Background: an optimization exercise with open tools, aiming at small area, a short achievable clock period and few clock cycles per item. Do not read the settings as production practice.
Only simulation tests tie the RTL to the original design; equivalence was not proved.

==> flow/design.v, too long to show whole: its modules and the start of the top module <==
// module yuv2rgb: 1246 lines
// module fa: 4 lines
// module ha: 4 lines
// module ao: 3 lines
// module aoa: 4 lines
module yuv2rgb (
    input  wire       clk,
    input  wire       rst,
    input  wire       in_valid,
    output wire       in_ready,
    input  wire [7:0] in_y,
    input  wire [7:0] in_u,
    input  wire [7:0] in_v,
    output wire       out_valid,
    input  wire       out_ready,
    output wire [7:0] out_r,
    output wire [7:0] out_g,
    output wire [7:0] out_b,
    output wire [7:0] out_luma
);
  // ...
==> flow/flow/run.sh <==
#!/bin/bash
# Standard ORFS layout (the standard.sh) with two changes in how it is made:
#  - the port buffers buffer_ports inserts are sky130_fd_sc_hd__buf_1 cells
#    (every input and output port still gets its own buffer);
#  - timing repair is asked to leave 12 ns of setup slack at the design's
#    16 ns clock, so the resizer works on the critical paths.
# Clock period, I/O constraints and all other steps are the standard ones.
set -euo pipefail
export BUFFER_PORTS_ARGS="-buffer_cell sky130_fd_sc_hd__buf_1"
bash standard.sh SETUP_SLACK_MARGIN=12 finish > standard_flow.log 2>&1
==> flow/standard.sh <==
#!/bin/bash
# synth_recipe.tcl (not shown) runs the flow's synth.tcl, then flattens the netlist and writes it again
# the make line also repeats each setting of config.mk as NAME=value (left out here)
make -C /OpenROAD-flow-scripts/flow DESIGN_CONFIG=/design/flow/config.mk WORK_HOME=/design/flow/orfs CLKGATE_MAP_FILE= SYNTH_SCRIPT=/design/flow/synth_recipe.tcl "${@:-finish}"
==> flow/config.mk <==
export PLATFORM = sky130hd
export DESIGN_NAME = yuv2rgb
export DESIGN_NICKNAME = yuv2rgb
export VERILOG_FILES = /design/flow/design.v
export SDC_FILE = /design/flow/constraint.sdc
export NUM_CORES = 4
export LEC_CHECK = 0
export CAP_MARGIN = 20
export CORE_MARGIN = 2
export CORE_UTILIZATION = 40
export CTS_BUF_LIST = sky130_fd_sc_hd__clkbuf_8
export SLEW_MARGIN = 20
export SYNTH_HIERARCHICAL = 1
export SYNTH_MINIMUM_KEEP_SIZE = 0
==> flow/constraint.sdc <==
create_clock -name core_clock -period 16.0 [get_ports {clk}]
set_input_delay 3.2000 -clock core_clock [delete_from_list [all_inputs] [get_ports {clk}]]
set_output_delay 3.2000 -clock core_clock [all_outputs]
set_load 0.01 [all_outputs]
==> results.json, run 1 <==
{
  "final_common_cell": "fa_1",
  "synth_fa_ha_area_share_pct": 48.70,
  "drive_above_1_share_pct": 25.96,
  "async_reset_ff_share_pct": 0,
  "synth_top_area_share_pct": 40.06,
  "synthSimpleGateAreaFrac_pct": 9.309,
  "worstHoldEndpoint": "s3_v",
  "crit_path_max_fanout": 7,
  "highest_layer": "met4",
  "num-fill-cells": 2697,
  "worst_pin_slew_ns": 0.4843,
  "dpl_worst_slack_ns": 10.75,
  "portBuffers": 61,
  "n_tap_cell": 396,
  "multi_input_area_share_pct": 64.89,
  "num_rows": 64,
  "status": "no timing/DRC/antenna violations",
  "num-nonclk-buffers": 169,
  "critical_path_buf_inv_count": 1,
  "overflow": 0,
  "antenna_left": 0,
  "cp.depth": 14,
  "cp.arrival_ns": 4.86,
  "max_cap_violations": 0,
  "criticalPathCategory": "reg -> reg",
  "cts_made_buffers": 9,
  "fp.dieArea_sq_um": 32920,
  "clkCellAreaFrac_pct": 1.123,
  "n_all_inverters": 81,
  "muxShareOfSynthArea_pct": 2.762,
  "postCtsSetupBuffers": 97,
  "die_w_um": 181.4
}
Testbench counts, summed over its fixed seeds: cycles 16,024, items 16,000.
==> run 2: changes to the inputs <==
--- a/flow/design.v
+++ b/flow/design.v
@@ -154,92 +154,70 @@
 wire qr_f39 = qr_w73 ^ qr_w72;
 wire qr_f40 = qr_w75 & qr_w74;
 wire qr_f41 = qr_w75 ^ qr_w74;
 wire qr_f42 = 1'b1 & qr_w76;
 wire qr_f43 = 1'b1 ^ qr_w76;
 wire qr_f44, qr_f45;
 aoa qr_f44_m (.g1(qr_f26), .p1(qr_f27), .g0(qr_f24), .p0(qr_f25), .g(qr_f44), .p(qr_f45));
 wire qr_f46, qr_f47;
-aoa qr_f46_m (.g1(qr_f28), .p1(qr_f29), .g0(qr_f26), .p0(qr_f27), .g(qr_f46), .p(qr_f47));
+aoa qr_f46_m (.g1(qr_f30), .p1(qr_f31), .g0(qr_f28), .p0(qr_f29), .g(qr_f46), .p(qr_f47));
 wire qr_f48, qr_f49;
-aoa qr_f48_m (.g1(qr_f30), .p1(qr_f31), .g0(qr_f28), .p0(qr_f29), .g(qr_f48), .p(qr_f49));
+aoa qr_f48_m (.g1(qr_f34), .p1(qr_f35), .g0(qr_f32), .p0(qr_f33), .g(qr_f48), .p(qr_f49));
 wire qr_f50, qr_f51;
-aoa qr_f50_m (.g1(qr_f32), .p1(qr_f33), .g0(qr_f30), .p0(qr_f31), .g(qr_f50), .p(qr_f51));
+aoa qr_f50_m (.g1(qr_f38), .p1(qr_f39), .g0(qr_f36), .p0(qr_f37), .g(qr_f50), .p(qr_f51));
 wire qr_f52, qr_f53;
-aoa qr_f52_m (.g1(qr_f34), .p1(qr_f35), .g0(qr_f32), .p0(qr_f33), .g(qr_f52), .p(qr_f53));
+aoa qr_f52_m (.g1(qr_f42), .p1(qr_f43), .g0(qr_f40), .p0(qr_f41), .g(qr_f52), .p(qr_f53));
 wire qr_f54, qr_f55;
-aoa qr_f54_m (.g1(qr_f36), .p1(qr_f37), .g0(qr_f34), .p0(qr_f35), .g(qr_f54), .p(qr_f55));
+aoa qr_f54_m (.g1(qr_f46), .p1(qr_f47), .g0(qr_f44), .p0(qr_f45), .g(qr_f54), .p(qr_f55));
 wire qr_f56, qr_f57;
-aoa qr_f56_m (.g1(qr_f38), .p1(qr_f39), .g0(qr_f36), .p0(qr_f37), .g(qr_f56), .p(qr_f57));
+aoa qr_f56_m (.g1(qr_f50), .p1(qr_f51), .g0(qr_f48), .p0(qr_f49), .g(qr_f56), .p(qr_f57));
 wire qr_f58, qr_f59;
-aoa qr_f58_m (.g1(qr_f40), .p1(qr_f41), .g0(qr_f38), .p0(qr_f39), .g(qr_f58), .p(qr_f59));
+aoa qr_f58_m (.g1(qr_f56), .p1(qr_f57), .g0(qr_f54), .p0(qr_f55), .g(qr_f58), .p(qr_f59));
 wire qr_f60, qr_f61;
-aoa qr_f60_m (.g1(qr_f42), .p1(qr_f43), .g0(qr_f40), .p0(qr_f41), .g(qr_f60), .p(qr_f61));
+aoa qr_f60_m (.g1(qr_f48), .p1(qr_f49), .g0(qr_f54), .p0(qr_f55), .g(qr_f60), .p(qr_f61));
 wire qr_f62, qr_f63;
-aoa qr_f62_m (.g1(qr_f46), .p1(qr_f47), .g0(qr_f24), .p0(qr_f25), .g(qr_f62), .p(qr_f63));
+aoa qr_f62_m (.g1(qr_f52), .p1(qr_f53), .g0(qr_f58), .p0(qr_f59), .g(qr_f62), .p(qr_f63));
 wire qr_f64, qr_f65;
-aoa qr_f64_m (.g1(qr_f48), .p1(qr_f49), .g0(qr_f44), .p0(qr_f45), .g(qr_f64), .p(qr_f65));
+aoa qr_f64_m (.g1(qr_f28), .p1(qr_f29), .g0(qr_f44), .p0(qr_f45), .g(qr_f64), .p(qr_f65));
 wire qr_f66, qr_f67;
-aoa qr_f66_m (.g1(qr_f50), .p1(qr_f51), .g0(qr_f46), .p0(qr_f47), .g(qr_f66), .p(qr_f67));
+aoa qr_f66_m (.g1(qr_f32), .p1(qr_f33), .g0(qr_f54), .p0(qr_f55), .g(qr_f66), .p(qr_f67));
 wire qr_f68, qr_f69;
-aoa qr_f68_m (.g1(qr_f52), .p1(qr_f53), .g0(qr_f48), .p0(qr_f49), .g(qr_f68), .p(qr_f69));
+aoa qr_f68_m (.g1(qr_f36), .p1(qr_f37), .g0(qr_f60), .p0(qr_f61), .g(qr_f68), .p(qr_f69));
 wire qr_f70, qr_f71;
-aoa qr_f70_m (.g1(qr_f54), .p1(qr_f55), .g0(qr_f50), .p0(qr_f51), .g(qr_f70), .p(qr_f71));
-wire qr_f72, qr_f73;
-aoa qr_f72_m (.g1(qr_f56), .p1(qr_f57), .g0(qr_f52), .p0(qr_f53), .g(qr_f72), .p(qr_f73));
-wire qr_f74, qr_f75;
-aoa qr_f74_m (.g1(qr_f58), .p1(qr_f59), .g0(qr_f54), .p0(qr_f55), .g(qr_f74), .p(qr_f75));
-wire qr_f76, qr_f77;
-aoa qr_f76_m (.g1(qr_f60), .p1(qr_f61), .g0(qr_f56), .p0(qr_f57), .g(qr_f76), .p(qr_f77));
-wire qr_f78, qr_f79;
-aoa qr_f78_m (.g1(qr_f66), .p1(qr_f67), .g0(qr_f24), .p0(qr_f25), .g(qr_f78), .p(qr_f79));
-wire qr_f80, qr_f81;
-aoa qr_f80_m (.g1(qr_f68), .p1(qr_f69), .g0(qr_f44), .p0(qr_f45), .g(qr_f80), .p(qr_f81));
-wire qr_f82, qr_f83;
-aoa qr_f82_m (.g1(qr_f70), .p1(qr_f71), .g0(qr_f62), .p0(qr_f63), .g(qr_f82), .p(qr_f83));
-wire qr_f84, qr_f85;
-aoa qr_f84_m (.g1(qr_f72), .p1(qr_f73), .g0(qr_f64), .p0(qr_f65), .g(qr_f84), .p(qr_f85));
-wire qr_f86, qr_f87;
-aoa qr_f86_m (.g1(qr_f74), .p1(qr_f75), .g0(qr_f66), .p0(qr_f67), .g(qr_f86), .p(qr_f87));
-wire qr_f88, qr_f89;
-aoa qr_f88_m (.g1(qr_f76), .p1(qr_f77), .g0(qr_f68), .p0(qr_f69), .g(qr_f88), .p(qr_f89));
-wire qr_f90, qr_f91;
-aoa qr_f90_m (.g1(qr_f86), .p1(qr_f87), .g0(qr_f24), .p0(qr_f25), .g(qr_f90), .p(qr_f91));
-wire qr_f92, qr_f93;
-aoa qr_f92_m (.g1(qr_f88), .p1(qr_f89), .g0(qr_f44), .p0(qr_f45), .g(qr_f92), .p(qr_f93));
-wire qr_f94 = qr_f25 ^ qr_f23;
-wire qr_f95;
-ao qr_f95_m (.g1(qr_f24), .p1(qr_f25), .g0(qr_f23), .g(qr_f95));
-wire qr_f96 = qr_f27 ^ qr_f95;
-wire qr_f97;
-ao qr_f97_m (.g1(qr_f44), .p1(qr_f45), .g0(qr_f23), .g(qr_f97));
-wire qr_f98 = qr_f29 ^ qr_f97;
-wire qr_f99;
-ao qr_f99_m (.g1(qr_f62), .p1(qr_f63), .g0(qr_f23), .g(qr_f99));
-wire qr_f100 = qr_f31 ^ qr_f99;
-wire qr_f101;
-ao qr_f101_m (.g1(qr_f64), .p1(qr_f65), .g0(qr_f23), .g(qr_f101));
-wire qr_f102 = qr_f33 ^ qr_f101;
-wire qr_f103;
-ao qr_f103_m (.g1(qr_f78), .p1(qr_f79), .g0(qr_f23), .g(qr_f103));
-wire qr_f104 = qr_f35 ^ qr_f103;
-wire qr_f105;
-ao qr_f105_m (.g1(qr_f80), .p1(qr_f81), .g0(qr_f23), .g(qr_f105));
-wire qr_f106 = qr_f37 ^ qr_f105;
-wire qr_f107;
-ao qr_f107_m (.g1(qr_f82), .p1(qr_f83), .g0(qr_f23), .g(qr_f107));
-wire qr_f108 = qr_f39 ^ qr_f107;
-wire qr_f109;
-ao qr_f109_m (.g1(qr_f84), .p1(qr_f85), .g0(qr_f23), .g(qr_f109));
-wire qr_f110 = qr_f41 ^ qr_f109;
-wire qr_f111;
-ao qr_f111_m (.g1(qr_f90), .p1(qr_f91), .g0(qr_f23), .g(qr_f111));
-wire qr_f112 = qr_f43 ^ qr_f111;
-wire [9:0] qr = {qr_f112, qr_f110, qr_f108, qr_f106, qr_f104, qr_f102, qr_f100, qr_f98, qr_f96, qr_f94};
+aoa qr_f70_m (.g1(qr_f40), .p1(qr_f41), .g0(qr_f58), .p0(qr_f59), .g(qr_f70), .p(qr_f71));
+wire qr_f72 = qr_f25 ^ qr_f23;
+wire qr_f73;
+ao qr_f73_m (.g1(qr_f24), .p1(qr_f25), .g0(qr_f23), .g(qr_f73));
+wire qr_f74 = qr_f27 ^ qr_f73;
+wire qr_f75;
+ao qr_f75_m (.g1(qr_f44), .p1(qr_f45), .g0(qr_f23), .g(qr_f75));
+wire qr_f76 = qr_f29 ^ qr_f75;
+wire qr_f77;
+ao qr_f77_m (.g1(qr_f64), .p1(qr_f65), .g0(qr_f23), .g(qr_f77));
+wire qr_f78 = qr_f31 ^ qr_f77;
+wire qr_f79;
+ao qr_f79_m (.g1(qr_f54), .p1(qr_f55), .g0(qr_f23), .g(qr_f79));
+wire qr_f80 = qr_f33 ^ qr_f79;
+wire qr_f81;
+ao qr_f81_m (.g1(qr_f66), .p1(qr_f67), .g0(qr_f23), .g(qr_f81));
+wire qr_f82 = qr_f35 ^ qr_f81;
+wire qr_f83;
+ao qr_f83_m (.g1(qr_f60), .p1(qr_f61), .g0(qr_f23), .g(qr_f83));
+wire qr_f84 = qr_f37 ^ qr_f83;
+wire qr_f85;
+ao qr_f85_m (.g1(qr_f68), .p1(qr_f69), .g0(qr_f23), .g(qr_f85));
+wire qr_f86 = qr_f39 ^ qr_f85;
+wire qr_f87;
+ao qr_f87_m (.g1(qr_f58), .p1(qr_f59), .g0(qr_f23), .g(qr_f87));
+wire qr_f88 = qr_f41 ^ qr_f87;
+wire qr_f89;
+ao qr_f89_m (.g1(qr_f70), .p1(qr_f71), .g0(qr_f23), .g(qr_f89));
+wire qr_f90 = qr_f43 ^ qr_f89;
+wire [9:0] qr = {qr_f90, qr_f88, qr_f86, qr_f84, qr_f82, qr_f80, qr_f78, qr_f76, qr_f74, qr_f72};
 wire qg_w1, qg_w2;
 ha qg_w1_ha (.a(~s1_u[7]), .b(~s1_u[5]), .s(qg_w1), .co(qg_w2));
 wire qg_w3, qg_w4;
 ha qg_w3_ha (.a(~s1_u[6]), .b(~s1_u[3]), .s(qg_w3), .co(qg_w4));
 wire qg_w5, qg_w6;
 ha qg_w5_ha (.a(~s1_u[7]), .b(~s1_u[4]), .s(qg_w5), .co(qg_w6));
 wire qg_w7, qg_w8;
 ha qg_w7_ha (.a(~s1_u[5]), .b(~s1_u[3]), .s(qg_w7), .co(qg_w8));
@@ -523,92 +501,70 @@
 wire qg_f74 = qg_w207 ^ qg_w206;
 wire qg_f75 = 1'b1 & qg_w208;
 wire qg_f76 = 1'b1 ^ qg_w208;
 wire qg_f77 = 1'b1 & 1'b0;
 wire qg_f78 = 1'b1 ^ 1'b0;
 wire qg_f79, qg_f80;
 aoa qg_f79_m (.g1(qg_f61), .p1(qg_f62), .g0(qg_f59), .p0(qg_f60), .g(qg_f79), .p(qg_f80));
 wire qg_f81, qg_f82;
-aoa qg_f81_m (.g1(qg_f63), .p1(qg_f64), .g0(qg_f61), .p0(qg_f62), .g(qg_f81), .p(qg_f82));
+aoa qg_f81_m (.g1(qg_f65), .p1(qg_f66), .g0(qg_f63), .p0(qg_f64), .g(qg_f81), .p(qg_f82));
 wire qg_f83, qg_f84;
-aoa qg_f83_m (.g1(qg_f65), .p1(qg_f66), .g0(qg_f63), .p0(qg_f64), .g(qg_f83), .p(qg_f84));
+aoa qg_f83_m (.g1(qg_f69), .p1(qg_f70), .g0(qg_f67), .p0(qg_f68), .g(qg_f83), .p(qg_f84));
 wire qg_f85, qg_f86;
-aoa qg_f85_m (.g1(qg_f67), .p1(qg_f68), .g0(qg_f65), .p0(qg_f66), .g(qg_f85), .p(qg_f86));
+aoa qg_f85_m (.g1(qg_f73), .p1(qg_f74), .g0(qg_f71), .p0(qg_f72), .g(qg_f85), .p(qg_f86));
 wire qg_f87, qg_f88;
-aoa qg_f87_m (.g1(qg_f69), .p1(qg_f70), .g0(qg_f67), .p0(qg_f68), .g(qg_f87), .p(qg_f88));
+aoa qg_f87_m (.g1(qg_f77), .p1(qg_f78), .g0(qg_f75), .p0(qg_f76), .g(qg_f87), .p(qg_f88));
 wire qg_f89, qg_f90;
-aoa qg_f89_m (.g1(qg_f71), .p1(qg_f72), .g0(qg_f69), .p0(qg_f70), .g(qg_f89), .p(qg_f90));
+aoa qg_f89_m (.g1(qg_f81), .p1(qg_f82), .g0(qg_f79), .p0(qg_f80), .g(qg_f89), .p(qg_f90));
 wire qg_f91, qg_f92;
-aoa qg_f91_m (.g1(qg_f73), .p1(qg_f74), .g0(qg_f71), .p0(qg_f72), .g(qg_f91), .p(qg_f92));
+aoa qg_f91_m (.g1(qg_f85), .p1(qg_f86), .g0(qg_f83), .p0(qg_f84), .g(qg_f91), .p(qg_f92));
 wire qg_f93, qg_f94;
-aoa qg_f93_m (.g1(qg_f75), .p1(qg_f76), .g0(qg_f73), .p0(qg_f74), .g(qg_f93), .p(qg_f94));
+aoa qg_f93_m (.g1(qg_f91), .p1(qg_f92), .g0(qg_f89), .p0(qg_f90), .g(qg_f93), .p(qg_f94));
 wire qg_f95, qg_f96;
-aoa qg_f95_m (.g1(qg_f77), .p1(qg_f78), .g0(qg_f75), .p0(qg_f76), .g(qg_f95), .p(qg_f96));
+aoa qg_f95_m (.g1(qg_f83), .p1(qg_f84), .g0(qg_f89), .p0(qg_f90), .g(qg_f95), .p(qg_f96));
 wire qg_f97, qg_f98;
-aoa qg_f97_m (.g1(qg_f81), .p1(qg_f82), .g0(qg_f59), .p0(qg_f60), .g(qg_f97), .p(qg_f98));
+aoa qg_f97_m (.g1(qg_f87), .p1(qg_f88), .g0(qg_f93), .p0(qg_f94), .g(qg_f97), .p(qg_f98));
 wire qg_f99, qg_f100;
-aoa qg_f99_m (.g1(qg_f83), .p1(qg_f84), .g0(qg_f79), .p0(qg_f80), .g(qg_f99), .p(qg_f100));
+aoa qg_f99_m (.g1(qg_f63), .p1(qg_f64), .g0(qg_f79), .p0(qg_f80), .g(qg_f99), .p(qg_f100));
 wire qg_f101, qg_f102;
-aoa qg_f101_m (.g1(qg_f85), .p1(qg_f86), .g0(qg_f81), .p0(qg_f82), .g(qg_f101), .p(qg_f102));
+aoa qg_f101_m (.g1(qg_f67), .p1(qg_f68), .g0(qg_f89), .p0(qg_f90), .g(qg_f101), .p(qg_f102));
 wire qg_f103, qg_f104;
-aoa qg_f103_m (.g1(qg_f87), .p1(qg_f88), .g0(qg_f83), .p0(qg_f84), .g(qg_f103), .p(qg_f104));
+aoa qg_f103_m (.g1(qg_f71), .p1(qg_f72), .g0(qg_f95), .p0(qg_f96), .g(qg_f103), .p(qg_f104));
 wire qg_f105, qg_f106;
-aoa qg_f105_m (.g1(qg_f89), .p1(qg_f90), .g0(qg_f85), .p0(qg_f86), .g(qg_f105), .p(qg_f106));
-wire qg_f107, qg_f108;
-aoa qg_f107_m (.g1(qg_f91), .p1(qg_f92), .g0(qg_f87), .p0(qg_f88), .g(qg_f107), .p(qg_f108));
-wire qg_f109, qg_f110;
-aoa qg_f109_m (.g1(qg_f93), .p1(qg_f94), .g0(qg_f89), .p0(qg_f90), .g(qg_f109), .p(qg_f110));
-wire qg_f111, qg_f112;
-aoa qg_f111_m (.g1(qg_f95), .p1(qg_f96), .g0(qg_f91), .p0(qg_f92), .g(qg_f111), .p(qg_f112));
-wire qg_f113, qg_f114;
-aoa qg_f113_m (.g1(qg_f101), .p1(qg_f102), .g0(qg_f59), .p0(qg_f60), .g(qg_f113), .p(qg_f114));
-wire qg_f115, qg_f116;
-aoa qg_f115_m (.g1(qg_f103), .p1(qg_f104), .g0(qg_f79), .p0(qg_f80), .g(qg_f115), .p(qg_f116));
-wire qg_f117, qg_f118;
-aoa qg_f117_m (.g1(qg_f105), .p1(qg_f106), .g0(qg_f97), .p0(qg_f98), .g(qg_f117), .p(qg_f118));
-wire qg_f119, qg_f120;
-aoa qg_f119_m (.g1(qg_f107), .p1(qg_f108), .g0(qg_f99), .p0(qg_f100), .g(qg_f119), .p(qg_f120));
-wire qg_f121, qg_f122;
-aoa qg_f121_m (.g1(qg_f109), .p1(qg_f110), .g0(qg_f101), .p0(qg_f102), .g(qg_f121), .p(qg_f122));
-wire qg_f123, qg_f124;
-aoa qg_f123_m (.g1(qg_f111), .p1(qg_f112), .g0(qg_f103), .p0(qg_f104), .g(qg_f123), .p(qg_f124));
-wire qg_f125, qg_f126;
-aoa qg_f125_m (.g1(qg_f121), .p1(qg_f122), .g0(qg_f59), .p0(qg_f60), .g(qg_f125), .p(qg_f126));
-wire qg_f127, qg_f128;
-aoa qg_f127_m (.g1(qg_f123), .p1(qg_f124), .g0(qg_f79), .p0(qg_f80), .g(qg_f127), .p(qg_f128));
-wire qg_f129 = qg_f60 ^ qg_f58;
-wire qg_f130;
-ao qg_f130_m (.g1(qg_f59), .p1(qg_f60), .g0(qg_f58), .g(qg_f130));
-wire qg_f131 = qg_f62 ^ qg_f130;
-wire qg_f132;
-ao qg_f132_m (.g1(qg_f79), .p1(qg_f80), .g0(qg_f58), .g(qg_f132));
-wire qg_f133 = qg_f64 ^ qg_f132;
-wire qg_f134;
-ao qg_f134_m (.g1(qg_f97), .p1(qg_f98), .g0(qg_f58), .g(qg_f134));
-wire qg_f135 = qg_f66 ^ qg_f134;
-wire qg_f136;
-ao qg_f136_m (.g1(qg_f99), .p1(qg_f100), .g0(qg_f58), .g(qg_f136));
-wire qg_f137 = qg_f68 ^ qg_f136;
-wire qg_f138;
-ao qg_f138_m (.g1(qg_f113), .p1(qg_f114), .g0(qg_f58), .g(qg_f138));
-wire qg_f139 = qg_f70 ^ qg_f138;
-wire qg_f140;
-ao qg_f140_m (.g1(qg_f115), .p1(qg_f116), .g0(qg_f58), .g(qg_f140));
-wire qg_f141 = qg_f72 ^ qg_f140;
-wire qg_f142;
-ao qg_f142_m (.g1(qg_f117), .p1(qg_f118), .g0(qg_f58), .g(qg_f142));
-wire qg_f143 = qg_f74 ^ qg_f142;
-wire qg_f144;
-ao qg_f144_m (.g1(qg_f119), .p1(qg_f120), .g0(qg_f58), .g(qg_f144));
-wire qg_f145 = qg_f76 ^ qg_f144;
-wire qg_f146;
-ao qg_f146_m (.g1(qg_f125), .p1(qg_f126), .g0(qg_f58), .g(qg_f146));
-wire qg_f147 = qg_f78 ^ qg_f146;
-wire [9:0] qg = {qg_f147, qg_f145, qg_f143, qg_f141, qg_f139, qg_f137, qg_f135, qg_f133, qg_f131, qg_f129};
+aoa qg_f105_m (.g1(qg_f75), .p1(qg_f76), .g0(qg_f93), .p0(qg_f94), .g(qg_f105), .p(qg_f106));
+wire qg_f107 = qg_f60 ^ qg_f58;
+wire qg_f108;
+ao qg_f108_m (.g1(qg_f59), .p1(qg_f60), .g0(qg_f58), .g(qg_f108));
+wire qg_f109 = qg_f62 ^ qg_f108;
+wire qg_f110;
+ao qg_f110_m (.g1(qg_f79), .p1(qg_f80), .g0(qg_f58), .g(qg_f110));
+wire qg_f111 = qg_f64 ^ qg_f110;
+wire qg_f112;
+ao qg_f112_m (.g1(qg_f99), .p1(qg_f100), .g0(qg_f58), .g(qg_f112));
+wire qg_f113 = qg_f66 ^ qg_f112;
+wire qg_f114;
+ao qg_f114_m (.g1(qg_f89), .p1(qg_f90), .g0(qg_f58), .g(qg_f114));
+wire qg_f115 = qg_f68 ^ qg_f114;
+wire qg_f116;
+ao qg_f116_m (.g1(qg_f101), .p1(qg_f102), .g0(qg_f58), .g(qg_f116));
+wire qg_f117 = qg_f70 ^ qg_f116;
+wire qg_f118;
+ao qg_f118_m (.g1(qg_f95), .p1(qg_f96), .g0(qg_f58), .g(qg_f118));
+wire qg_f119 = qg_f72 ^ qg_f118;
+wire qg_f120;
+ao qg_f120_m (.g1(qg_f103), .p1(qg_f104), .g0(qg_f58), .g(qg_f120));
+wire qg_f121 = qg_f74 ^ qg_f120;
+wire qg_f122;
+ao qg_f122_m (.g1(qg_f93), .p1(qg_f94), .g0(qg_f58), .g(qg_f122));
+wire qg_f123 = qg_f76 ^ qg_f122;
+wire qg_f124;
+ao qg_f124_m (.g1(qg_f105), .p1(qg_f106), .g0(qg_f58), .g(qg_f124));
+wire qg_f125 = qg_f78 ^ qg_f124;
+wire [9:0] qg = {qg_f125, qg_f123, qg_f121, qg_f119, qg_f117, qg_f115, qg_f113, qg_f111, qg_f109, qg_f107};
 wire qb_w1 = 1'b1 ^ s1_u[7];
 wire qb_w2 = 1'b1 & s1_u[7];
 wire qb_w3 = 1'b1 ^ ~s1_u[6];
 wire qb_w4 = 1'b1 & ~s1_u[6];
 wire qb_w5 = 1'b1 ^ ~s1_u[7] ^ ~s1_u[5];
 wire qb_w6 = (1'b1 & ~s1_u[7]) | (1'b1 & ~s1_u[5]) | (~s1_u[7] & ~s1_u[5]);
 wire qb_w7 = 1'b1 ^ s1_y[0];
 wire qb_w8 = 1'b1 & s1_y[0];
@@ -728,92 +684,70 @@
 wire qb_f43 = qb_w73 ^ qb_w72;
 wire qb_f44 = qb_w75 & qb_w74;
 wire qb_f45 = qb_w75 ^ qb_w74;
 wire qb_f46 = 1'b1 & qb_w76;
 wire qb_f47 = 1'b1 ^ qb_w76;
 wire qb_f48, qb_f49;
 aoa qb_f48_m (.g1(qb_f30), .p1(qb_f31), .g0(qb_f28), .p0(qb_f29), .g(qb_f48), .p(qb_f49));
 wire qb_f50, qb_f51;
-aoa qb_f50_m (.g1(qb_f32), .p1(qb_f33), .g0(qb_f30), .p0(qb_f31), .g(qb_f50), .p(qb_f51));
+aoa qb_f50_m (.g1(qb_f34), .p1(qb_f35), .g0(qb_f32), .p0(qb_f33), .g(qb_f50), .p(qb_f51));
 wire qb_f52, qb_f53;
-aoa qb_f52_m (.g1(qb_f34), .p1(qb_f35), .g0(qb_f32), .p0(qb_f33), .g(qb_f52), .p(qb_f53));
+aoa qb_f52_m (.g1(qb_f38), .p1(qb_f39), .g0(qb_f36), .p0(qb_f37), .g(qb_f52), .p(qb_f53));
 wire qb_f54, qb_f55;
-aoa qb_f54_m (.g1(qb_f36), .p1(qb_f37), .g0(qb_f34), .p0(qb_f35), .g(qb_f54), .p(qb_f55));
+aoa qb_f54_m (.g1(qb_f42), .p1(qb_f43), .g0(qb_f40), .p0(qb_f41), .g(qb_f54), .p(qb_f55));
 wire qb_f56, qb_f57;
-aoa qb_f56_m (.g1(qb_f38), .p1(qb_f39), .g0(qb_f36), .p0(qb_f37), .g(qb_f56), .p(qb_f57));
+aoa qb_f56_m (.g1(qb_f46), .p1(qb_f47), .g0(qb_f44), .p0(qb_f45), .g(qb_f56), .p(qb_f57));
 wire qb_f58, qb_f59;
-aoa qb_f58_m (.g1(qb_f40), .p1(qb_f41), .g0(qb_f38), .p0(qb_f39), .g(qb_f58), .p(qb_f59));
+aoa qb_f58_m (.g1(qb_f50), .p1(qb_f51), .g0(qb_f48), .p0(qb_f49), .g(qb_f58), .p(qb_f59));
 wire qb_f60, qb_f61;
-aoa qb_f60_m (.g1(qb_f42), .p1(qb_f43), .g0(qb_f40), .p0(qb_f41), .g(qb_f60), .p(qb_f61));
+aoa qb_f60_m (.g1(qb_f54), .p1(qb_f55), .g0(qb_f52), .p0(qb_f53), .g(qb_f60), .p(qb_f61));
 wire qb_f62, qb_f63;
-aoa qb_f62_m (.g1(qb_f44), .p1(qb_f45), .g0(qb_f42), .p0(qb_f43), .g(qb_f62), .p(qb_f63));
+aoa qb_f62_m (.g1(qb_f60), .p1(qb_f61), .g0(qb_f58), .p0(qb_f59), .g(qb_f62), .p(qb_f63));
 wire qb_f64, qb_f65;
-aoa qb_f64_m (.g1(qb_f46), .p1(qb_f47), .g0(qb_f44), .p0(qb_f45), .g(qb_f64), .p(qb_f65));
+aoa qb_f64_m (.g1(qb_f52), .p1(qb_f53), .g0(qb_f58), .p0(qb_f59), .g(qb_f64), .p(qb_f65));
 wire qb_f66, qb_f67;
-aoa qb_f66_m (.g1(qb_f50), .p1(qb_f51), .g0(qb_f28), .p0(qb_f29), .g(qb_f66), .p(qb_f67));
+aoa qb_f66_m (.g1(qb_f56), .p1(qb_f57), .g0(qb_f62), .p0(qb_f63), .g(qb_f66), .p(qb_f67));
 wire qb_f68, qb_f69;
-aoa qb_f68_m (.g1(qb_f52), .p1(qb_f53), .g0(qb_f48), .p0(qb_f49), .g(qb_f68), .p(qb_f69));
+aoa qb_f68_m (.g1(qb_f32), .p1(qb_f33), .g0(qb_f48), .p0(qb_f49), .g(qb_f68), .p(qb_f69));
 wire qb_f70, qb_f71;
-aoa qb_f70_m (.g1(qb_f54), .p1(qb_f55), .g0(qb_f50), .p0(qb_f51), .g(qb_f70), .p(qb_f71));
+aoa qb_f70_m (.g1(qb_f36), .p1(qb_f37), .g0(qb_f58), .p0(qb_f59), .g(qb_f70), .p(qb_f71));
 wire qb_f72, qb_f73;
-aoa qb_f72_m (.g1(qb_f56), .p1(qb_f57), .g0(qb_f52), .p0(qb_f53), .g(qb_f72), .p(qb_f73));
+aoa qb_f72_m (.g1(qb_f40), .p1(qb_f41), .g0(qb_f64), .p0(qb_f65), .g(qb_f72), .p(qb_f73));
 wire qb_f74, qb_f75;
-aoa qb_f74_m (.g1(qb_f58), .p1(qb_f59), .g0(qb_f54), .p0(qb_f55), .g(qb_f74), .p(qb_f75));
-wire qb_f76, qb_f77;
-aoa qb_f76_m (.g1(qb_f60), .p1(qb_f61), .g0(qb_f56), .p0(qb_f57), .g(qb_f76), .p(qb_f77));
-wire qb_f78, qb_f79;
-aoa qb_f78_m (.g1(qb_f62), .p1(qb_f63), .g0(qb_f58), .p0(qb_f59), .g(qb_f78), .p(qb_f79));
-wire qb_f80, qb_f81;
-aoa qb_f80_m (.g1(qb_f64), .p1(qb_f65), .g0(qb_f60), .p0(qb_f61), .g(qb_f80), .p(qb_f81));
-wire qb_f82, qb_f83;
-aoa qb_f82_m (.g1(qb_f70), .p1(qb_f71), .g0(qb_f28), .p0(qb_f29), .g(qb_f82), .p(qb_f83));
-wire qb_f84, qb_f85;
-aoa qb_f84_m (.g1(qb_f72), .p1(qb_f73), .g0(qb_f48), .p0(qb_f49), .g(qb_f84), .p(qb_f85));
-wire qb_f86, qb_f87;
-aoa qb_f86_m (.g1(qb_f74), .p1(qb_f75), .g0(qb_f66), .p0(qb_f67), .g(qb_f86), .p(qb_f87));
-wire qb_f88, qb_f89;
-aoa qb_f88_m (.g1(qb_f76), .p1(qb_f77), .g0(qb_f68), .p0(qb_f69), .g(qb_f88), .p(qb_f89));
-wire qb_f90, qb_f91;
-aoa qb_f90_m (.g1(qb_f78), .p1(qb_f79), .g0(qb_f70), .p0(qb_f71), .g(qb_f90), .p(qb_f91));
-wire qb_f92, qb_f93;
-aoa qb_f92_m (.g1(qb_f80), .p1(qb_f81), .g0(qb_f72), .p0(qb_f73), .g(qb_f92), .p(qb_f93));
-wire qb_f94, qb_f95;
-aoa qb_f94_m (.g1(qb_f90), .p1(qb_f91), .g0(qb_f28), .p0(qb_f29), .g(qb_f94), .p(qb_f95));
-wire qb_f96, qb_f97;
-aoa qb_f96_m (.g1(qb_f92), .p1(qb_f93), .g0(qb_f48), .p0(qb_f49), .g(qb_f96), .p(qb_f97));
-wire qb_f98 = qb_f29 ^ qb_f27;
-wire qb_f99;
-ao qb_f99_m (.g1(qb_f28), .p1(qb_f29), .g0(qb_f27), .g(qb_f99));
-wire qb_f100 = qb_f31 ^ qb_f99;
-wire qb_f101;
-ao qb_f101_m (.g1(qb_f48), .p1(qb_f49), .g0(qb_f27), .g(qb_f101));
-wire qb_f102 = qb_f33 ^ qb_f101;
-wire qb_f103;
-ao qb_f103_m (.g1(qb_f66), .p1(qb_f67), .g0(qb_f27), .g(qb_f103));
-wire qb_f104 = qb_f35 ^ qb_f103;
-wire qb_f105;
-ao qb_f105_m (.g1(qb_f68), .p1(qb_f69), .g0(qb_f27), .g(qb_f105));
-wire qb_f106 = qb_f37 ^ qb_f105;
-wire qb_f107;
-ao qb_f107_m (.g1(qb_f82), .p1(qb_f83), .g0(qb_f27), .g(qb_f107));
-wire qb_f108 = qb_f39 ^ qb_f107;
-wire qb_f109;
-ao qb_f109_m (.g1(qb_f84), .p1(qb_f85), .g0(qb_f27), .g(qb_f109));
-wire qb_f110 = qb_f41 ^ qb_f109;
-wire qb_f111;
-ao qb_f111_m (.g1(qb_f86), .p1(qb_f87), .g0(qb_f27), .g(qb_f111));
-wire qb_f112 = qb_f43 ^ qb_f111;
-wire qb_f113;
-ao qb_f113_m (.g1(qb_f88), .p1(qb_f89), .g0(qb_f27), .g(qb_f113));
-wire qb_f114 = qb_f45 ^ qb_f113;
-wire qb_f115;
-ao qb_f115_m (.g1(qb_f94), .p1(qb_f95), .g0(qb_f27), .g(qb_f115));
-wire qb_f116 = qb_f47 ^ qb_f115;
-wire [9:0] qb = {qb_f116, qb_f114, qb_f112, qb_f110, qb_f108, qb_f106, qb_f104, qb_f102, qb_f100, qb_f98};
+aoa qb_f74_m (.g1(qb_f44), .p1(qb_f45), .g0(qb_f62), .p0(qb_f63), .g(qb_f74), .p(qb_f75));
+wire qb_f76 = qb_f29 ^ qb_f27;
+wire qb_f77;
+ao qb_f77_m (.g1(qb_f28), .p1(qb_f29), .g0(qb_f27), .g(qb_f77));
+wire qb_f78 = qb_f31 ^ qb_f77;
+wire qb_f79;
+ao qb_f79_m (.g1(qb_f48), .p1(qb_f49), .g0(qb_f27), .g(qb_f79));
+wire qb_f80 = qb_f33 ^ qb_f79;
+wire qb_f81;
+ao qb_f81_m (.g1(qb_f68), .p1(qb_f69), .g0(qb_f27), .g(qb_f81));
+wire qb_f82 = qb_f35 ^ qb_f81;
+wire qb_f83;
+ao qb_f83_m (.g1(qb_f58), .p1(qb_f59), .g0(qb_f27), .g(qb_f83));
+wire qb_f84 = qb_f37 ^ qb_f83;
+wire qb_f85;
+ao qb_f85_m (.g1(qb_f70), .p1(qb_f71), .g0(qb_f27), .g(qb_f85));
+wire qb_f86 = qb_f39 ^ qb_f85;
+wire qb_f87;
+ao qb_f87_m (.g1(qb_f64), .p1(qb_f65), .g0(qb_f27), .g(qb_f87));
+wire qb_f88 = qb_f41 ^ qb_f87;
+wire qb_f89;
+ao qb_f89_m (.g1(qb_f72), .p1(qb_f73), .g0(qb_f27), .g(qb_f89));
+wire qb_f90 = qb_f43 ^ qb_f89;
+wire qb_f91;
+ao qb_f91_m (.g1(qb_f62), .p1(qb_f63), .g0(qb_f27), .g(qb_f91));
+wire qb_f92 = qb_f45 ^ qb_f91;
+wire qb_f93;
+ao qb_f93_m (.g1(qb_f74), .p1(qb_f75), .g0(qb_f27), .g(qb_f93));
+wire qb_f94 = qb_f47 ^ qb_f93;
+wire [9:0] qb = {qb_f94, qb_f92, qb_f90, qb_f88, qb_f86, qb_f84, qb_f82, qb_f80, qb_f78, qb_f76};
     reg       s2_v;
     reg [7:0] s2_r, s2_g, s2_b;
     always @(posedge clk) begin
         if (rst) s2_v <= 1'b0;
         else if (adv) s2_v <= s1_v;
         if (adv) begin
             s2_r <= qr[9] ? 8'd0 : qr[8] ? 8'd255 : qr[7:0];
             s2_g <= qg[9] ? 8'd0 : qg[8] ? 8'd255 : qg[7:0];
@@ -1170,70 +1104,58 @@
 wire ql_f54 = ql_w285 ^ ql_w284;
 wire ql_f55 = ql_w287 & ql_w286;
 wire ql_f56 = ql_w287 ^ ql_w286;
 wire ql_f57 = ql_w289 & ql_w288;
 wire ql_f58 = ql_w289 ^ ql_w288;
 wire ql_f59, ql_f60;
 aoa ql_f59_m (.g1(ql_f45), .p1(ql_f46), .g0(ql_f43), .p0(ql_f44), .g(ql_f59), .p(ql_f60));
 wire ql_f61, ql_f62;
-aoa ql_f61_m (.g1(ql_f47), .p1(ql_f48), .g0(ql_f45), .p0(ql_f46), .g(ql_f61), .p(ql_f62));
+aoa ql_f61_m (.g1(ql_f49), .p1(ql_f50), .g0(ql_f47), .p0(ql_f48), .g(ql_f61), .p(ql_f62));
 wire ql_f63, ql_f64;
-aoa ql_f63_m (.g1(ql_f49), .p1(ql_f50), .g0(ql_f47), .p0(ql_f48), .g(ql_f63), .p(ql_f64));
+aoa ql_f63_m (.g1(ql_f53), .p1(ql_f54), .g0(ql_f51), .p0(ql_f52), .g(ql_f63), .p(ql_f64));
 wire ql_f65, ql_f66;
-aoa ql_f65_m (.g1(ql_f51), .p1(ql_f52), .g0(ql_f49), .p0(ql_f50), .g(ql_f65), .p(ql_f66));
+aoa ql_f65_m (.g1(ql_f57), .p1(ql_f58), .g0(ql_f55), .p0(ql_f56), .g(ql_f65), .p(ql_f66));
 wire ql_f67, ql_f68;
-aoa ql_f67_m (.g1(ql_f53), .p1(ql_f54), .g0(ql_f51), .p0(ql_f52), .g(ql_f67), .p(ql_f68));
+aoa ql_f67_m (.g1(ql_f61), .p1(ql_f62), .g0(ql_f59), .p0(ql_f60), .g(ql_f67), .p(ql_f68));
 wire ql_f69, ql_f70;
-aoa ql_f69_m (.g1(ql_f55), .p1(ql_f56), .g0(ql_f53), .p0(ql_f54), .g(ql_f69), .p(ql_f70));
+aoa ql_f69_m (.g1(ql_f65), .p1(ql_f66), .g0(ql_f63), .p0(ql_f64), .g(ql_f69), .p(ql_f70));
 wire ql_f71, ql_f72;
-aoa ql_f71_m (.g1(ql_f57), .p1(ql_f58), .g0(ql_f55), .p0(ql_f56), .g(ql_f71), .p(ql_f72));
+aoa ql_f71_m (.g1(ql_f69), .p1(ql_f70), .g0(ql_f67), .p0(ql_f68), .g(ql_f71), .p(ql_f72));
 wire ql_f73, ql_f74;
-aoa ql_f73_m (.g1(ql_f61), .p1(ql_f62), .g0(ql_f43), .p0(ql_f44), .g(ql_f73), .p(ql_f74));
+aoa ql_f73_m (.g1(ql_f63), .p1(ql_f64), .g0(ql_f67), .p0(ql_f68), .g(ql_f73), .p(ql_f74));
 wire ql_f75, ql_f76;
-aoa ql_f75_m (.g1(ql_f63), .p1(ql_f64), .g0(ql_f59), .p0(ql_f60), .g(ql_f75), .p(ql_f76));
+aoa ql_f75_m (.g1(ql_f47), .p1(ql_f48), .g0(ql_f59), .p0(ql_f60), .g(ql_f75), .p(ql_f76));
 wire ql_f77, ql_f78;
-aoa ql_f77_m (.g1(ql_f65), .p1(ql_f66), .g0(ql_f61), .p0(ql_f62), .g(ql_f77), .p(ql_f78));
+aoa ql_f77_m (.g1(ql_f51), .p1(ql_f52), .g0(ql_f67), .p0(ql_f68), .g(ql_f77), .p(ql_f78));
 wire ql_f79, ql_f80;
-aoa ql_f79_m (.g1(ql_f67), .p1(ql_f68), .g0(ql_f63), .p0(ql_f64), .g(ql_f79), .p(ql_f80));
-wire ql_f81, ql_f82;
-aoa ql_f81_m (.g1(ql_f69), .p1(ql_f70), .g0(ql_f65), .p0(ql_f66), .g(ql_f81), .p(ql_f82));
-wire ql_f83, ql_f84;
-aoa ql_f83_m (.g1(ql_f71), .p1(ql_f72), .g0(ql_f67), .p0(ql_f68), .g(ql_f83), .p(ql_f84));
-wire ql_f85, ql_f86;
-aoa ql_f85_m (.g1(ql_f77), .p1(ql_f78), .g0(ql_f43), .p0(ql_f44), .g(ql_f85), .p(ql_f86));
-wire ql_f87, ql_f88;
-aoa ql_f87_m (.g1(ql_f79), .p1(ql_f80), .g0(ql_f59), .p0(ql_f60), .g(ql_f87), .p(ql_f88));
-wire ql_f89, ql_f90;
-aoa ql_f89_m (.g1(ql_f81), .p1(ql_f82), .g0(ql_f73), .p0(ql_f74), .g(ql_f89), .p(ql_f90));
-wire ql_f91, ql_f92;
-aoa ql_f91_m (.g1(ql_f83), .p1(ql_f84), .g0(ql_f75), .p0(ql_f76), .g(ql_f91), .p(ql_f92));
-wire ql_f93 = ql_f44 ^ ql_f42;
+aoa ql_f79_m (.g1(ql_f55), .p1(ql_f56), .g0(ql_f73), .p0(ql_f74), .g(ql_f79), .p(ql_f80));
+wire ql_f81 = ql_f44 ^ ql_f42;
+wire ql_f82;
+ao ql_f82_m (.g1(ql_f43), .p1(ql_f44), .g0(ql_f42), .g(ql_f82));
+wire ql_f83 = ql_f46 ^ ql_f82;
+wire ql_f84;
+ao ql_f84_m (.g1(ql_f59), .p1(ql_f60), .g0(ql_f42), .g(ql_f84));
+wire ql_f85 = ql_f48 ^ ql_f84;
+wire ql_f86;
+ao ql_f86_m (.g1(ql_f75), .p1(ql_f76), .g0(ql_f42), .g(ql_f86));
+wire ql_f87 = ql_f50 ^ ql_f86;
+wire ql_f88;
+ao ql_f88_m (.g1(ql_f67), .p1(ql_f68), .g0(ql_f42), .g(ql_f88));
+wire ql_f89 = ql_f52 ^ ql_f88;
+wire ql_f90;
+ao ql_f90_m (.g1(ql_f77), .p1(ql_f78), .g0(ql_f42), .g(ql_f90));
+wire ql_f91 = ql_f54 ^ ql_f90;
+wire ql_f92;
+ao ql_f92_m (.g1(ql_f73), .p1(ql_f74), .g0(ql_f42), .g(ql_f92));
+wire ql_f93 = ql_f56 ^ ql_f92;
 wire ql_f94;
-ao ql_f94_m (.g1(ql_f43), .p1(ql_f44), .g0(ql_f42), .g(ql_f94));
-wire ql_f95 = ql_f46 ^ ql_f94;
-wire ql_f96;
-ao ql_f96_m (.g1(ql_f59), .p1(ql_f60), .g0(ql_f42), .g(ql_f96));
-wire ql_f97 = ql_f48 ^ ql_f96;
-wire ql_f98;
-ao ql_f98_m (.g1(ql_f73), .p1(ql_f74), .g0(ql_f42), .g(ql_f98));
-wire ql_f99 = ql_f50 ^ ql_f98;
-wire ql_f100;
-ao ql_f100_m (.g1(ql_f75), .p1(ql_f76), .g0(ql_f42), .g(ql_f100));
-wire ql_f101 = ql_f52 ^ ql_f100;
-wire ql_f102;
-ao ql_f102_m (.g1(ql_f85), .p1(ql_f86), .g0(ql_f42), .g(ql_f102));
-wire ql_f103 = ql_f54 ^ ql_f102;
-wire ql_f104;
-ao ql_f104_m (.g1(ql_f87), .p1(ql_f88), .g0(ql_f42), .g(ql_f104));
-wire ql_f105 = ql_f56 ^ ql_f104;
-wire ql_f106;
-ao ql_f106_m (.g1(ql_f89), .p1(ql_f90), .g0(ql_f42), .g(ql_f106));
-wire ql_f107 = ql_f58 ^ ql_f106;
-wire [7:0] ql = {ql_f107, ql_f105, ql_f103, ql_f101, ql_f99, ql_f97, ql_f95, ql_f93};
+ao ql_f94_m (.g1(ql_f79), .p1(ql_f80), .g0(ql_f42), .g(ql_f94));
+wire ql_f95 = ql_f58 ^ ql_f94;
+wire [7:0] ql = {ql_f95, ql_f93, ql_f91, ql_f89, ql_f87, ql_f85, ql_f83, ql_f81};
     reg       s3_v;
     reg [7:0] s3_r, s3_g, s3_b, s3_l;
     always @(posedge clk) begin
         if (rst) s3_v <= 1'b0;
         else if (adv) s3_v <= s2_v;
         if (adv) begin
             s3_r <= s2_r; s3_g <= s2_g; s3_b <= s2_b; s3_l <= ql;
         end
==> flow/flow/run.sh (replaced) <==
#!/bin/bash
# Standard ORFS layout (the standard.sh) with two changes in how it is made:
#  - the port buffers buffer_ports inserts are sky130_fd_sc_hd__buf_1 cells
#    (every input and output port still gets its own buffer);
#  - timing repair is asked to leave 11.0 ns of setup slack at the design's
#    16 ns clock, so the resizer works on the critical paths.
# Clock period, I/O constraints and all other steps are the standard ones.
set -euo pipefail
export BUFFER_PORTS_ARGS="-buffer_cell sky130_fd_sc_hd__buf_1"
bash standard.sh SETUP_SLACK_MARGIN=11.0 finish > standard_flow.log 2>&1
==> flow/config.mk (replaced) <==
export PLATFORM = sky130hd
export DESIGN_NAME = yuv2rgb
export DESIGN_NICKNAME = yuv2rgb
export VERILOG_FILES = /design/flow/design.v
export SDC_FILE = /design/flow/constraint.sdc
export NUM_CORES = 4
export LEC_CHECK = 0
export CAP_MARGIN = 20
export CORE_MARGIN = 2
export CORE_UTILIZATION = 40
export SLEW_MARGIN = 20
export SYNTH_HIERARCHICAL = 1
export SYNTH_MINIMUM_KEEP_SIZE = 0
==> results.json, run 2 <==
{
  "die_w_um": 178.2,
  "drt_iter0_drc": 372,
  "num_antenna_cells": 0,
  "reg2reg_depth": 14,
  "synth_top_area_cell": "fa_1",
  "vias": 7141,
  "clk_latency_ns": 0.37,
  "synth_cell_type_count": 24,
  "criticalPathCategory": "reg -> reg",
  "status": "no timing/DRC/antenna violations",
  "synth_area_per_cell_sq_um": 13.59,
  "cts_made_buffers": 9,
  "overflow": 0,
  "min_period_ns": 4.931,
  "crit_path_max_fanout": 8,
  "io_pins": 62,
  "crit_family": "adder cells",
  "clock_path_buffers": 2,
  "cts_sinks": 108,
  "final_common_cell": "fa_1",
  "setup_viol": 0,
  "worst_pin_slew_ns": 1.012,
  "end_kind": "register",
  "max_freq_mhz": 202.8,
  "cts-root-buf": "clkbuf_16",
  "yosysMostFrequentCell": "fa_1",
  "synth_flop_cell": "edfxtp_1",
  "cts_max_level": 3,
  "tns_ns": 0,
  "syn_area_sq_um": 12140,
  "syn_inst": 893,
  "fp.dieArea_sq_um": 31760,
  "critical_path_buf_inv_count": 1,
  "startpoint": "s2_r[7]",
  "crit-reg2reg-launch": "s2_r[7]",
  "cts_tree": "done",
  "crit_path_end": "s3_l[7]",
  "netlist_top_cells_area": "fa_1 42%, edfxtp_1 20%, ha_1 9.0%",
  "place_hpwl_um": 21160,
  "layout.nets": 1392,
  "cpMostUsedCell": "a21o_1",
  "routed_wl_um": 27720,
  "rsz0062_at_grt": "true",
  "relSlewSlack_pct": 32.53,
  "yosysWarningCount": 7,
  "ys_ff_latch": 108,
  "max_stage_delay_ns": 0.64,
  "grt_pass1_wl_um": 44480,
  "track_usage_pct": 18.97,
  "place.gp.congestion": 0.8637,
  "grt_max_degree": 81,
  "cp.depth": 14,
  "antenna_found_initial": 0,
  "coreArea_sq_um": 29800,
  "r2r_setup_slack_ns": 11.07,
  "cp_slowest_cell": "fa_2",
  "cp.arrival_ns": 5.06,
  "num_rows": 63,
  "worstSetupStartpointType": "register",
  "worstPathRequired_ns": 16.13,
  "path_clk_slew_ns": 0.09,
  "synth_top_area_share_pct": 41.56,
  "vias_per_cell": 5.029,
  "yosysSeqAreaShare_pct": 24.41,
  "final_cell_mix": "249 x fa_1, 116 x a21o_1, 108 x and2_1",
  "syn-num-nets": 1260,
  "ys_top_cells_by_count": "252 x fa_1, 117 x a21o_1, 108 x and2_1",
  "layout.cells.non_filler": 1420,
  "final.period_utilization_pct": 30.82,
  "fin_skew_ns": 0.01620,
  "wl_per_cell_um": 19.52,
  "start_util_pct": 40.74,
  "synth_edf_count": 80,
  "drv_slew": 0,
  "die_height_um": 178.2,
  "drc_errors": 0,
  "antenna_left": 0,
  "r2r_end": "s3_l[7]",
  "dp.cells": 1345,
  "max_cap_violations": 0,
  "detail_route.first_pass.iterations": 5,
  "portBuffers": 61,
  "min_path_type": "reg -> reg",
  "async_reset_ff_share_pct": 0,
  "area_growth_pct": 12.97,
  "worstPathCellList": "clkinvlp_4, fa_2, fa_1, fa_2, fa_1, fa_2, or2_4, a21o_1, a21o_1, a21o_1, a21o_4, a21o_1, xnor2_1, xnor2_1",
  "drive_above_1_share_pct": 15.83,
  "grt_pass1_vias": 8038,
  "hold_viol_final": 0
}
run 2: cell count changes after synthesis:
cell | previous run | this run
a21o_1 | 150 | 117
and2_1 | 141 | 108
run 2: cells by family after synthesis:
kind of cell | count (synthesis) | synth area share, %
DFF | 108 | 24.41
buffers and inverters | 85 | 2.968
and+or+nand+nor | 155 | 7.957
AOI/OAI and AO/OA | 143 | 8.534
adders and majority gates | 339 | 50.53
muxes | 25 | 2.865
xor gates and xnor gates | 38 | 2.742
run 2: Yosys stat by module, one instance, submodules excluded:
module,times used,flip-flops and latches,cell area (sq um),cells inside
ao,48,0,7.507,1
yuv2rgb,1,108,5346,420
aoa,69,0,13.76,2
fa,252,0,20.02,1
ha,35,0,12.51,1
run 2: repair_timing:
action	4_1_cts	5_1_grt
gates cloned	0	0
pin swaps	1	9
setup buffers	33	26
hold buffers	0	0
resized for setup	11	11
setup endpoints to repair	16	15
run 2: final cells by class:
class | count | area [sq um]
clock buffers | 9 | 225.2
repair buffers | 125 | 721.9
well taps | 390 | 488.0
flip-flops and latches | 108 | 2963
inverters | 81 | 341.6
clock inverters | 7 | 88.84
fillers | 2718 | 16080
multi-input cells | 700 | 8885
run 2: worst min path at each step:
stage,start,endpoint,slack [ns],depth (start not counted)
final,s2_v,s3_v,0.46,2
after global routing,sk_v8[4],sk_v8[4],0.49,1
after CTS,s2_v,s3_v,0.46,2
after detailed placement,s2_v,s3_v,0.44,2
after global placement,s2_v,s3_v,0.44,2
after floorplan,s2_v,s3_v,0.42,2
run 2: tightest hold or removal path, stage by stage (launching register included):
cell and delay [ns]:
dfxtp_1 0.32, inv_1 0.05, a21oi_1 0.05
run 2: layer usage:
layer	global-route usage [%]	up-vias	share of wire, %
met3	4.177	23	6.6
li1	-	3219	-
met2	30.59	218	48
met5	0	-	0
met4	4.065	0	1.1
met1	26.45	3681	44
run 2: through the flow:
step / hold slack [ns] / setup WS [ns] / area, sq um / util, %
floorplan: 0.4188 / 11.15 / 12140 / -
detailed placement: 0.4402 / 10.55 / 12840 / 43.11
finish: 0.4600 / 11.07 / 13710 / 46.02
CTS: 0.4591 / 11.01 / 13450 / 45.15
global route: 0.4947 / 10.93 / 13710 / 46.02
global placement: 0.4441 / 10.69 / 12840 / 43.11
Testbench counts of run 2, summed over its fixed seeds: cycles 16,024, items 16,000.
==> run 3: changes to the inputs <==
==> flow/flow/run.sh (replaced) <==
#!/bin/bash
# Standard ORFS layout (the standard.sh) with two changes in how it is made:
#  - the port buffers buffer_ports inserts are sky130_fd_sc_hd__buf_1 cells
#    (every input and output port still gets its own buffer);
#  - timing repair is asked to leave 10.5 ns of setup slack at the design's
#    16 ns clock, so the resizer works on the critical paths.
# Clock period, I/O constraints and all other steps are the standard ones.
set -euo pipefail
export BUFFER_PORTS_ARGS="-buffer_cell sky130_fd_sc_hd__buf_1"
bash standard.sh SETUP_SLACK_MARGIN=10.5 finish > standard_flow.log 2>&1
==> results.json, run 3 <==
{
  "synth_area_per_cell_sq_um": 13.59,
  "synth_top_area_share_pct": 41.56,
  "ctsHoldBuffers": 0,
  "use_met3_pct": 3.282,
  "cts-root-buf": "clkbuf_16",
  "drv_slew": 0,
  "setup_viol": 0,
  "final.period_utilization_pct": 33.01,
  "min_path_type": "reg -> reg",
  "yosysMostFrequentCell": "fa_1",
  "use_met1_pct": 25.59,
  "crit_family": "adder cells",
  "clk_latency_ns": 0.37,
  "routed_wl_um": 26290,
  "num_rows": 63,
  "clock_path_buffers": 2,
  "syn-num-nets": 1260,
  "cts_tree": "done",
  "r2r_end": "s3_l[7]",
  "cp.arrival_ns": 5.40,
  "area_growth_pct": 10.16,
  "cp_slowest_cell": "fa_1",
  "critical_path_buf_inv_count": 2,
  "crit-reg2reg-launch": "s2_r[7]",
  "portBuffers": 61,
  "max_freq_mhz": 189.3,
  "worstSetupStartpointType": "register",
  "start_util_pct": 40.74,
  "layout.nets": 1359,
  "syn_inst": 893,
  "fp.dieArea_sq_um": 31760,
  "max_cap_violations": 0,
  "synth_flop_cell": "edfxtp_1",
  "r2r_setup_slack_ns": 10.72,
  "antenna_left": 0,
  "syn_area_sq_um": 12140,
  "grt_pass1_vias": 7881,
  "max_stage_delay_ns": 0.58,
  "worstPathRequired_ns": 16.12,
  "min_period_ns": 5.281,
  "num_antenna_cells": 0,
  "hold_viol_final": 0,
  "vias_per_cell": 4.957,
  "place.gp.congestion": 0.8637,
  "place_hpwl_um": 21160,
  "path_clk_slew_ns": 0.09,
  "ys_ff_latch": 108,
  "reg2reg_depth": 15,
  "drc_errors": 0,
  "whs_path_depth": 2,
  "hold_start": "s2_v",
  "relSlewSlack_pct": 31.81,
  "grt_pass1_wl_um": 43010,
  "fin_skew_ns": 0.01611,
  "met2_usage_pct": 29.52,
  "cts_max_level": 3,
  "drt_iter0_drc": 381,
  "status": "no timing/DRC/antenna violations",
  "yosysWarningCount": 7,
  "worstPathCellList": "inv_1, ha_1, inv_1, fa_1, fa_1, fa_1, fa_1, or2_2, and2_1, a21o_1, a21o_1, a21o_1, a21o_1, xnor2_1, xnor2_1",
  "io_pins": 62,
  "vias": 6875,
  "synth_cell_type_count": 24,
  "track_usage_pct": 18.17,
  "wl_per_cell_um": 18.95,
  "fin_util_pct": 44.88,
  "drive_above_1_share_pct": 11.63,
  "final_common_cell": "fa_1",
  "grt_busiest_layer": "met2",
  "tns_ns": 0,
  "antenna_found_initial": 0,
  "netlist_top_cells_area": "fa_1 42%, edfxtp_1 20%, ha_1 9.0%",
  "synth_edf_count": 80,
  "die_w_um": 178.2,
  "final_cell_mix": "252 x fa_1, 117 x a21o_1, 108 x and2_1",
  "cts_sinks": 108,
  "ys_top_cells_by_count": "252 x fa_1, 117 x a21o_1, 108 x and2_1",
  "synth_top_area_cell": "fa_1",
  "end_kind": "register",
  "cts_made_buffers": 9,
  "criticalPathCategory": "reg -> reg",
  "crit_path_max_fanout": 8,
  "grt_max_degree": 81,
  "worstHoldEndpoint": "s3_v",
  "worst_pin_slew_ns": 1.023,
  "yosysSeqAreaShare_pct": 24.41,
  "rsz0062_at_grt": "false",
  "coreArea_sq_um": 29800,
  "detail_route.first_pass.iterations": 4,
  "die_height_um": 178.2,
  "async_reset_ff_share_pct": 0,
  "overflow": 0
}
run 3: cell counts after synthesis:
No cell type changed its count.
run 3: repair_timing:
item,in CTS,in global routing
gates resized for setup,0,5
buffers inserted,0,26
setup endpoints to repair,0,9
run 3: cells by family (layout without fill, tap and decap cells):
kind of cell    count (synthesis)  after routing  synth area share [%]
buf+inv                        85            189                 2.968
simple gates                  155            155                 7.957
xor+xnor                       38             38                 2.742
flops                         108            108                 24.41
mux                            25             25                 2.865
compound gates                143            143                 8.534
fa+ha+maj                     339            339                 50.53
run 3: routing by layer:
layer  wire length [um]  vias up
met5                  0        -
met4                352        0
met3               1556       28
met2              12750      173
met1              11630     3526
li1                   -     3148
run 3: worst max path at each step:
stage / start / end / slack (ns) / cells past startpoint
3_3_place_gp: s1_u[7] / s2_g[5] / 10.69 / 13
6_report: s2_r[7] / s3_l[7] / 10.72 / 15
4_1_cts: s1_u[7] / s2_g[1] / 10.53 / 13
3_5_place_dp: s1_u[7] / s2_g[1] / 10.55 / 13
5_1_grt: s1_u[6] / s2_g[5] / 10.50 / 13
2_1_floorplan: s2_g[7] / s3_l[7] / 11.15 / 14
run 3: area by class of cell:
class                   count  area (sq um)
clock buffers               9         225.2
clock inverters             7         88.84
fillers                  2751         16420
inverters                  81         322.8
multi-input cells         700          8823
flip-flops and latches    108          2963
well taps                 390         488.0
repair buffers             92         461.7
run 3: metrics by stage:
step / hold WS [ns] / instance area, sq um / instances / setup slack (ns)
detailed placement: 0.4402 / 12840 / 1345 / 10.55
global route: 0.4947 / 13370 / 1387 / 10.50
floorplan: 0.4188 / 12140 / 893 / 11.15
global placement: 0.4441 / 12840 / 1345 / 10.69
finish: 0.4610 / 13370 / 1387 / 10.72
CTS: 0.4591 / 13160 / 1361 / 10.53
run 3: Yosys stat by module, one instance, submodules excluded:
module,cells inside,flops+latches
ha,1,0
ao,1,0
aoa,2,0
yuv2rgb,420,108
fa,1,0
run 3: worst register-to-register path, stage by stage, from the launching register on:
cell,delay (ns)
edfxtp_1,0.54
inv_1,0.37
ha_1,0.36
inv_1,0.20
fa_1,0.49
fa_1,0.52
fa_1,0.58
fa_1,0.43
or2_2,0.30
and2_1,0.16
a21o_1,0.17
a21o_1,0.17
a21o_1,0.28
a21o_1,0.22
xnor2_1,0.13
xnor2_1,0.12

==> afterwards: timing with drivers on the ports <==
How much do the figures lean on ideal ports? The routed layouts below were timed once more, with nothing changed but the port constraints. Step 1, drivers: a clkbuf_16 drives clk and a buf_2 each remaining input, both assumed. Step 2 moves the port delays by t, midway between the first and last clock arrival at a register: inputs arrive t later, outputs are due t later. That takes back most of the time a late clock gives input paths. Three values: no drivers, after step 1, after step 2; two values: the first two.
run	t, ns	slack for setup (ns)	worst hold slack (ns)	latest minus earliest clock arrival (ns)	pins driven straight from the clock port
run 1	0.433	11.291 / 11.291 / 11.291	0.446 / 0.446 / 0.446	0.025 / 0.025	1
run 2	0.412	11.069 / 11.069 / 11.069	0.460 / 0.460 / 0.460	0.017 / 0.017	1
run 3	0.410	10.719 / 10.719 / 10.719	0.461 / 0.461 / 0.461	0.016 / 0.016	1
After both steps setup and hold are still met in every run listed.
